Source: an optimization exercise on an open RTL-to-GDS flow (aim: a short achievable clock period and few clock cycles per item). Production flows keep margins and buffers that such runs may drop.
The RTL of this run was laid out without a check of its function.
Power is estimated from default activity; no workload was simulated.

<file path="standard.sh">
#!/bin/bash
# synth_recipe.tcl (not shown) runs the flow's synth.tcl, then flattens the netlist and writes it again
# the make line also repeats each setting of config.mk as NAME=value (left out here)
make -C /OpenROAD-flow-scripts/flow DESIGN_CONFIG=/design/flow/config.mk WORK_HOME=/design/flow/orfs CLKGATE_MAP_FILE= SYNTH_SCRIPT=/design/flow/synth_recipe.tcl "${@:-finish}"
</file>
<file path="config.mk">
export PLATFORM = sky130hd
export DESIGN_NAME = fxd
export DESIGN_NICKNAME = fxd
export VERILOG_FILES = /design/flow/design.v
export SDC_FILE = /design/flow/constraint.sdc
export NUM_CORES = 4
export LEC_CHECK = 0
export CAP_MARGIN = 20
export CORE_MARGIN = 2
export CORE_UTILIZATION = 40
export SLEW_MARGIN = 20
</file>
<file path="flow/margin.txt">
12.6
</file>
<file path="flow/run.sh">
#!/bin/bash
# Own layout flow: the standard ORFS flow (standard synthesis, same
# constraints and clock period), with timing repair asked to leave extra
# setup slack so that the layout is optimised below the clock period.
set -euo pipefail
MARGIN=$(cat flow/margin.txt)
bash standard.sh SETUP_SLACK_MARGIN=$MARGIN TNS_END_PERCENT=100 finish > standard_flow.log 2>&1
</file>
<file path="design.v">
module fxd #(
    parameter W  = 32,           
    parameter K  = 6,            
    parameter EW = 8             
) (
    input  wire            clk,
    input  wire            rst,
    input  wire            cmd_valid,
    input  wire [W+6:0]    cmd_word,
    output wire            cmd_ready,
    output wire            busy,
    output wire            done,
    output wire [1:0]      result,
    output wire [7:0]      ocount,
    output wire [EW-1:0]   errcode,
    output wire [16+EW-1:0] status,
    output wire            out_valid,
    output wire [7:0]      out_byte,
    output wire [1:0]      out_seg,
    output wire            out_seg_last,
    output wire            out_end,
    input  wire            snk_ready,
    input  wire            snk_err,
    input  wire [EW-1:0]   snk_code
);
    localparam [1:0] R_NONE = 2'd0, R_OK = 2'd1, R_FBITS = 2'd2, R_SINK = 2'd3;
    localparam [2:0] P_S1   = 3'd0,
                     P_INT  = 3'd1,
                     P_PT   = 3'd2,
                     P_FRAC = 3'd3,
                     P_END  = 3'd4;
    function [33:0] p10;
        input integer k;
        integer q;
        begin
            p10 = 34'd1;
            for (q = 0; q < k; q = q + 1) p10 = p10 * 10;
        end
    endfunction
    function [W:0] addp;
        input [W-1:0] a;
        input [W-1:0] b;
        input         ci;
        reg   [W-1:0] p, g, gg, pp, c;
        integer d, i;
        begin
            p  = a ^ b;
            g  = a & b;
            gg = g;
            pp = p;
            gg[0] = g[0] | (p[0] & ci);
            for (d = 1; d < W; d = d * 2)
                for (i = W - 1; i >= d; i = i - 1) begin
                    gg[i] = gg[i] | (pp[i] & gg[i-d]);
                    pp[i] = pp[i] & pp[i-d];
                end
            c = {gg[W-2:0], ci};
            addp = {gg[W-1], p ^ c};
        end
    endfunction
    function [W+2:0] addq;
        input [W+1:0] a;
        input [W+1:0] b;
        input         ci;
        reg   [W+1:0] p, g, gg, pp, c;
        integer d, i;
        begin
            p  = a ^ b;
            g  = a & b;
            gg = g;
            pp = p;
            gg[0] = g[0] | (p[0] & ci);
            for (d = 1; d < W + 2; d = d * 2)
                for (i = W + 1; i >= d; i = i - 1) begin
                    gg[i] = gg[i] | (pp[i] & gg[i-d]);
                    pp[i] = pp[i] & pp[i-d];
                end
            c = {gg[W:0], ci};
            addq = {gg[W+1], p ^ c};
        end
    endfunction
    reg          busy_q;
    reg          rdy_q;
    reg          done_q;
    reg [1:0]    res_q;
    reg [7:0]    ocnt_q;
    reg [EW-1:0] ecode_q;
    reg          ov_q;
    reg [11:0]   ob_q;
    reg          sv_q;
    reg [11:0]   sb_q;
    reg [2:0]    ph_q;
    reg [W-1:0]  x_q;        
    reg [5:0]    fb_q;
    reg [W:0]    fh_q;       
    reg [W-1:0]  tm_q;       
    reg          neg_q;
    reg [W-1:0]  fax_q;      
    reg [W-1:0]  fu_q;       
    reg [W-1:0]  fa_q;       
    reg [6:0]    fk_q;       
    reg [W-1:0]  rem_q;      
    reg [9:0]    k_q;        
    reg [W:0]    cj_q [0:9]; 
    reg [2:0]    fc_q;       
    assign cmd_ready    = rdy_q;
    assign busy         = busy_q;
    assign done         = done_q;
    assign result       = res_q;
    assign ocount       = ocnt_q;
    assign errcode      = ecode_q;
    assign status       = {ecode_q, ocnt_q, 4'b0000, res_q, done_q, busy_q};
    assign out_valid    = ov_q;
    assign out_byte     = ob_q[11:4];
    assign out_seg      = ob_q[3:2];
    assign out_seg_last = ob_q[1];
    assign out_end      = ob_q[0];
    wire cmd_legal = ~cmd_word[W+5] | (cmd_word[W+4:W] == 5'd0);
    wire cmd_neg   = cmd_word[W+6] & cmd_word[W-1];
    reg  [W-1:0]   s1_ipx;       
    reg  [W-1:0]   s1_fax;       
    reg  [W-1:0]   s1_u;         
    integer f, i;
    always @(*) begin
        s1_ipx = {W{1'b0}};
        s1_fax = {W{1'b0}};
        s1_u   = {W{1'b0}};
        for (f = 0; f <= W; f = f + 1)
            for (i = 0; i < W; i = i + 1) begin
                if (i + f < W)
                    s1_ipx[i] = s1_ipx[i] | (fh_q[f] & x_q[i + f]);
                if (i + f >= W)
                    s1_fax[i] = s1_fax[i] | (fh_q[f] & x_q[i + f - W]);
                if (i + f == W)
                    s1_u[i] = s1_u[i] | (fh_q[f] & neg_q);
            end
    end
    wire           s1_c   = neg_q & (&(x_q | ~tm_q));
    wire [W:0]     s1_ipa = addp(s1_ipx, {W{1'b0}}, s1_c);
    wire [W-1:0]   s1_ip  = s1_ipa[W-1:0];
    reg  [6:0]     s1_fk;
    integer t;
    always @(*) begin
        for (t = 0; t < 7; t = t + 1)
            s1_fk[t] = ~((fb_q > 6'd28) && (t < 36 - fb_q));
    end
    reg  [9:0]     s1_ge [0:9];
    reg  [9:0]     s1_pos;       
    reg  [9:0]     s1_dh;        
    reg  [3:0]     s1_dig;
    reg  [W:0]     s1_cj [0:9];
    reg  [3:0]     dk;
    integer a, b, m;
    always @(*) begin
        for (a = 0; a < 10; a = a + 1) begin
            s1_ge[a][0] = 1'b1;
            for (b = 1; b < 10; b = b + 1)
                s1_ge[a][b] = s1_c ? ({2'b00, s1_ipx} >= b * p10(a) - 1)
                                   : ({2'b00, s1_ipx} >= b * p10(a));
        end
        for (a = 0; a < 9; a = a + 1)
            s1_pos[a] = ~s1_ge[a+1][1];
        for (a = 1; a < 10; a = a + 1)
            s1_pos[a] = s1_ge[a][1] & ~(a < 9 && s1_ge[a+1][1]);
        s1_pos[0] = ~s1_ge[1][1];
        s1_dh  = 10'd0;
        s1_dig = 4'd0;
        for (a = 0; a < 10; a = a + 1) begin
            dk = 4'd0;
            for (b = 1; b < 10; b = b + 1)
                if (s1_ge[a][b]) dk = b;
            if (s1_pos[a]) s1_dig = s1_dig | dk;
            for (b = 0; b < 10; b = b + 1)
                if (s1_pos[a] && s1_ge[a][b] && !(b < 9 && s1_ge[a][b+1]))
                    s1_dh[b] = 1'b1;
        end
        for (b = 0; b < 10; b = b + 1) begin
            s1_cj[b] = {W+1{1'b0}};
            for (a = 1; a < 10; a = a + 1)
                for (m = 1; m < 10; m = m + 1)
                    if (s1_pos[a] && s1_dh[m])
                        s1_cj[b] = s1_cj[b] | (((10 * m + b) * p10(a - 1) > 34'h1_0000_0000)
                                               ? {1'b1, {W{1'b0}}}
                                               : (10 * m + b) * p10(a - 1));
        end
    end
    wire s1_one = s1_pos[0];             
    reg [W+2:0] in_df [0:9];
    reg [9:0]   in_ge;
    reg [3:0]   in_dig;
    reg [W-1:0] in_rem;
    reg [W:0]   in_cj [0:9];
    always @(*) begin
        for (b = 0; b < 10; b = b + 1) begin
            in_df[b] = addq({2'b00, rem_q}, ~{1'b0, cj_q[b]}, 1'b1);    
            in_ge[b] = in_df[b][W+2];
        end
        in_dig = 4'd0;
        in_rem = in_df[0][W-1:0];
        for (b = 1; b < 10; b = b + 1)
            if (in_ge[b] && !(b < 9 && in_ge[b+1])) begin
                in_dig = in_dig | b;
                in_rem = in_df[b][W-1:0];
            end
        for (b = 0; b < 10; b = b + 1) begin
            in_cj[b] = {W+1{1'b0}};
            for (a = 1; a < 10; a = a + 1)
                if (k_q[a]) in_cj[b] = in_cj[b] | (b * p10(a - 1));
        end
    end
    wire in_last = k_q[0];
    wire [W-1:0] fr_x    = {fa_q[W-1:7], fa_q[6:0] & fk_q};
    wire [W:0]   fr_pl   = addp({fr_x[W-4:0], 3'b000}, {fr_x[W-2:0], 1'b0}, 1'b0);
    wire [3:0]   fr_dig  = {1'b0, fr_x[W-1:W-3]} + {3'b000, fr_x[W-1]} + {3'b000, fr_pl[W]};
    wire [W:0]   fr_nx   = addp({fa_q[W-4:0], 3'b000}, {fa_q[W-2:0], 1'b0}, 1'b0);
    wire [W-1:0] fr_next = fr_nx[W-1:0];
    wire         fr_last = (fa_q[W-2:0] == 0) || (fc_q == K - 1);
    wire [W:0]   fa_init = addp(fax_q, fu_q, 1'b0);
    reg        pv;
    reg [11:0] pr;
    always @(*) begin
        pv = 1'b0;
        pr = 12'd0;
        case (ph_q)
            P_S1:   begin pv = 1'b1; pr = {4'h3, s1_dig, 2'd1, s1_one, 1'b0}; end
            P_INT:  begin pv = 1'b1; pr = {4'h3, in_dig, 2'd1, in_last, 1'b0}; end
            P_PT:   begin pv = 1'b1; pr = {8'h2E, 2'd2, 1'b1, 1'b0}; end
            P_FRAC: begin pv = 1'b1; pr = {4'h3, fr_dig, 2'd3, fr_last, fr_last}; end
            default: ;
        endcase
    end
    wire adv = ~sv_q;
    always @(posedge clk) begin
        if (rst)
            ph_q <= P_END;
        else if (rdy_q)
            ph_q <= P_S1;
        else if (adv) begin
            case (ph_q)
                P_S1:   ph_q <= s1_one ? P_PT : P_INT;
                P_INT:  if (in_last) ph_q <= P_PT;
                P_PT:   ph_q <= P_FRAC;
                P_FRAC: if (fr_last) ph_q <= P_END;
                default: ;
            endcase
        end
    end
    integer g;
    always @(posedge clk) begin
        if (rdy_q) begin
            x_q   <= cmd_word[W-1:0] ^ {W{cmd_neg}};
            fb_q  <= cmd_word[W+5:W];
            for (g = 0; g <= W; g = g + 1) fh_q[g] <= (cmd_word[W+5:W] == g);
            for (g = 0; g < W; g = g + 1)  tm_q[g] <= (cmd_word[W+5:W] > g);
            neg_q <= cmd_neg;
        end
        if (ph_q == P_INT || ph_q == P_PT)
            fa_q <= fa_init[W-1:0];
        if (!rdy_q && adv) begin
            case (ph_q)
                P_S1: begin
                    fax_q <= s1_fax;
                    fu_q  <= s1_u;
                    fk_q  <= s1_fk;
                    rem_q <= s1_ip;
                    k_q   <= s1_pos >> 1;
                    for (g = 0; g < 10; g = g + 1) cj_q[g] <= s1_cj[g];
                end
                P_INT: begin
                    rem_q <= in_rem;
                    k_q   <= k_q >> 1;
                    for (g = 0; g < 10; g = g + 1) cj_q[g] <= in_cj[g];
                end
                P_PT:   fc_q <= 3'd0;
                P_FRAC: begin
                    fa_q <= fr_next;
                    fc_q <= fc_q + 3'd1;
                end
                default: ;
            endcase
        end
    end
    wire take = ov_q & snk_ready & ~snk_err;
    wire fail = ov_q & snk_err;
    always @(posedge clk) begin
        if (rst) begin
            busy_q  <= 1'b0;
            rdy_q   <= 1'b1;
            done_q  <= 1'b0;
            res_q   <= R_NONE;
            ocnt_q  <= 8'd0;
            ecode_q <= {EW{1'b0}};
            ov_q    <= 1'b0;
            sv_q    <= 1'b0;
        end else if (rdy_q) begin
            sv_q <= 1'b0;
            if (cmd_valid) begin
                ocnt_q  <= 8'd0;
                ecode_q <= {EW{1'b0}};
                if (cmd_legal) begin
                    busy_q <= 1'b1;
                    rdy_q  <= 1'b0;
                    done_q <= 1'b0;
                    res_q  <= R_NONE;
                    ov_q   <= cmd_neg;
                end else begin
                    done_q <= 1'b1;
                    res_q  <= R_FBITS;
                    ov_q   <= 1'b0;
                end
            end else begin
                done_q <= 1'b0;
                ov_q   <= 1'b0;
            end
        end else begin
            done_q <= 1'b0;
            if (fail) begin
                busy_q  <= 1'b0;
                rdy_q   <= 1'b1;
                done_q  <= 1'b1;
                res_q   <= R_SINK;
                ecode_q <= snk_code;
                ov_q    <= 1'b0;
                sv_q    <= 1'b0;
            end else begin
                if (take) ocnt_q <= ocnt_q + 8'd1;
                if (take && ob_q[0]) begin
                    busy_q <= 1'b0;
                    rdy_q  <= 1'b1;
                    done_q <= 1'b1;
                    res_q  <= R_OK;
                    ov_q   <= 1'b0;
                    sv_q   <= 1'b0;
                end else if (take || !ov_q) begin
                    if (sv_q) begin
                        ov_q <= 1'b1;
                        sv_q <= 1'b0;
                    end else begin
                        ov_q <= pv;
                    end
                end else if (!sv_q) begin
                    sv_q <= pv;
                end
            end
        end
    end
    always @(posedge clk) begin
        if (rdy_q)
            ob_q <= {8'h2D, 2'd0, 1'b1, 1'b0};
        else if (take || !ov_q)
            ob_q <= sv_q ? sb_q : pr;
        if (!sv_q)
            sb_q <= pr;
    end
endmodule
</file>
<file path="constraint.sdc">
create_clock -name core_clock -period 17.0 [get_ports {clk}]
set_input_delay 3.4000 -clock core_clock [delete_from_list [all_inputs] [get_ports {clk}]]
set_output_delay 3.4000 -clock core_clock [all_outputs]
set_load 0.01 [all_outputs]
</file>
==> run summary <==
[cells by family after synthesis]
logic type | count (synthesis)
muxes | 8
other | 1
buffers and inverters | 916
adders and majority gates | 361
xor gates and xnor gates | 351
and+or+nand+nor | 3051
AOI/OAI and AO/OA | 2327
DFF | 583
[repair_timing]
| action | CTS |
|---|---|
| setup endpoints to repair | 518 |
| hold buffers | 0 |
| cloned | 34 |
| endpoints found under the hold margin | 0 |
| gates resized for setup | 2887 |
| setup buffers | 837 |
| pin swaps | 497 |
[cell usage after synthesis (24+ instances only)]
cell type,count,area (sq um)
a21oi_1,506,2530
nand4_1,204,1280
a211oi_1,76,571
nand2b_1,114,713
or2_2,56,350
buf_1,56,210
nor2b_1,102,638
nor4_1,189,1180
a41oi_1,45,394
buf_4,45,338
a22oi_1,370,2780
a21o_1,128,961
a22o_1,69,604
nand2_1,674,2530
ha_1,356,4450
a31oi_1,160,1000
o211ai_1,56,420
and2_1,114,713
xnor2_1,217,1900
and3_1,97,607
o21bai_1,37,278
o2111ai_1,24,210
or3_1,73,457
edfxtp_1,501,15000
o31ai_1,43,323
or4_1,29,218
nor3_1,298,1490
xor2_1,134,1170
nor2_1,661,2480
a222oi_1,28,280
clkbuf_1,318,1190
o22ai_1,25,156
nand3_1,322,1610
buf_2,80,400
o21ai_0,343,1720
o21a_1,73,548
dfxtp_1,82,1640
inv_1,404,1520
and4_1,25,219
a221oi_1,94,823
[how the worst max path moves through the flow]
stage / start / endpoint / slack (ns) / cells after the start
3_3_place_gp: x_q[16] / cj_q[9][8] / 8.36 / 17
3_5_place_dp: x_q[12] / cj_q[0][11] / 9.14 / 15
2_1_floorplan: rdy_q / cj_q[0][10] / 10.51 / 3
4_1_cts: x_q[24] / cj_q[3][17] / 11.78 / 21
[metrics by stage]
step / hold slack (ns) / power (uW) / util, %
floorplan: 0.422 / 3880 / -
global placement: 0.434 / 5790 / 43.0
detailed placement: 0.443 / 5780 / 43.1
CTS: 0.459 / 9010 / 58.3
[power groups by stage]
stage | Clock [uW] | Sequential, uW | Combinational (uW)
after CTS | 1650 | 1850 | 5510
after detailed placement | 0 | 1870 | 3900
after global placement | 0 | 1870 | 3920
after floorplan | 0 | 1840 | 2030
[metal layers]
| metal | GRT overflow | global-route usage, % |
|---|---|---|
| met2 | 3 | 87.0 |
| met5 | 0 | 13.0 |
| met3 | 0 | 42.3 |
| met1 | 0 | 68.2 |
| met4 | 4 | 66.3 |
==> run summary <==
status aborted with a tool error; failing step global routing; Run Error [ERROR GRT-0232] Routing congestion too high. Check the congestion heatmap in the GUI.; Avg Cell Area, Syn 7.83 sq um; Syn Inst Count 7598; die width 390 microns; largest net degree at the start of global routing 137; Overflow after GRT 7; post-synthesis cell area 59500 sq um; # rows 141; post-synthesis sequential area ratio 28.1%; Die Ht 390 microns; fraction of registers with async set/reset 0%; ys flop type edfxtp_1; main combinational cell family by area after synthesis compound AO/OA/AOI/OAI gates; IO Count 110; Yosys reg bits 583; placed cells 9433; XOR/XNOR Fraction of Synth Area 5.17%; placed instance area 63600 sq um; gr usage total 66.1%; Simple-Gate Fraction of Synth Area 25.9%; TritonCTS Sinks 583; Placer Congestion 1.21; initial cell density of the core 40.3%; Setup WS pre-CTS 9.14 ns; number of synthesized flops with an enable pin 501; port buffer count 105; post-synthesis adder-cell area fraction 7.66%; portion of netlist area occupied by mux cells 0.137%; htree depth 3; Root Driver clkbuf_16; Synth Warn # 17; Post-DP HPWL 332000 microns; Max Buffers Root-to-Sink 3; Yosys cell types 108; Synth Area in Compound Gates 26.7%; total CTS buffers 71
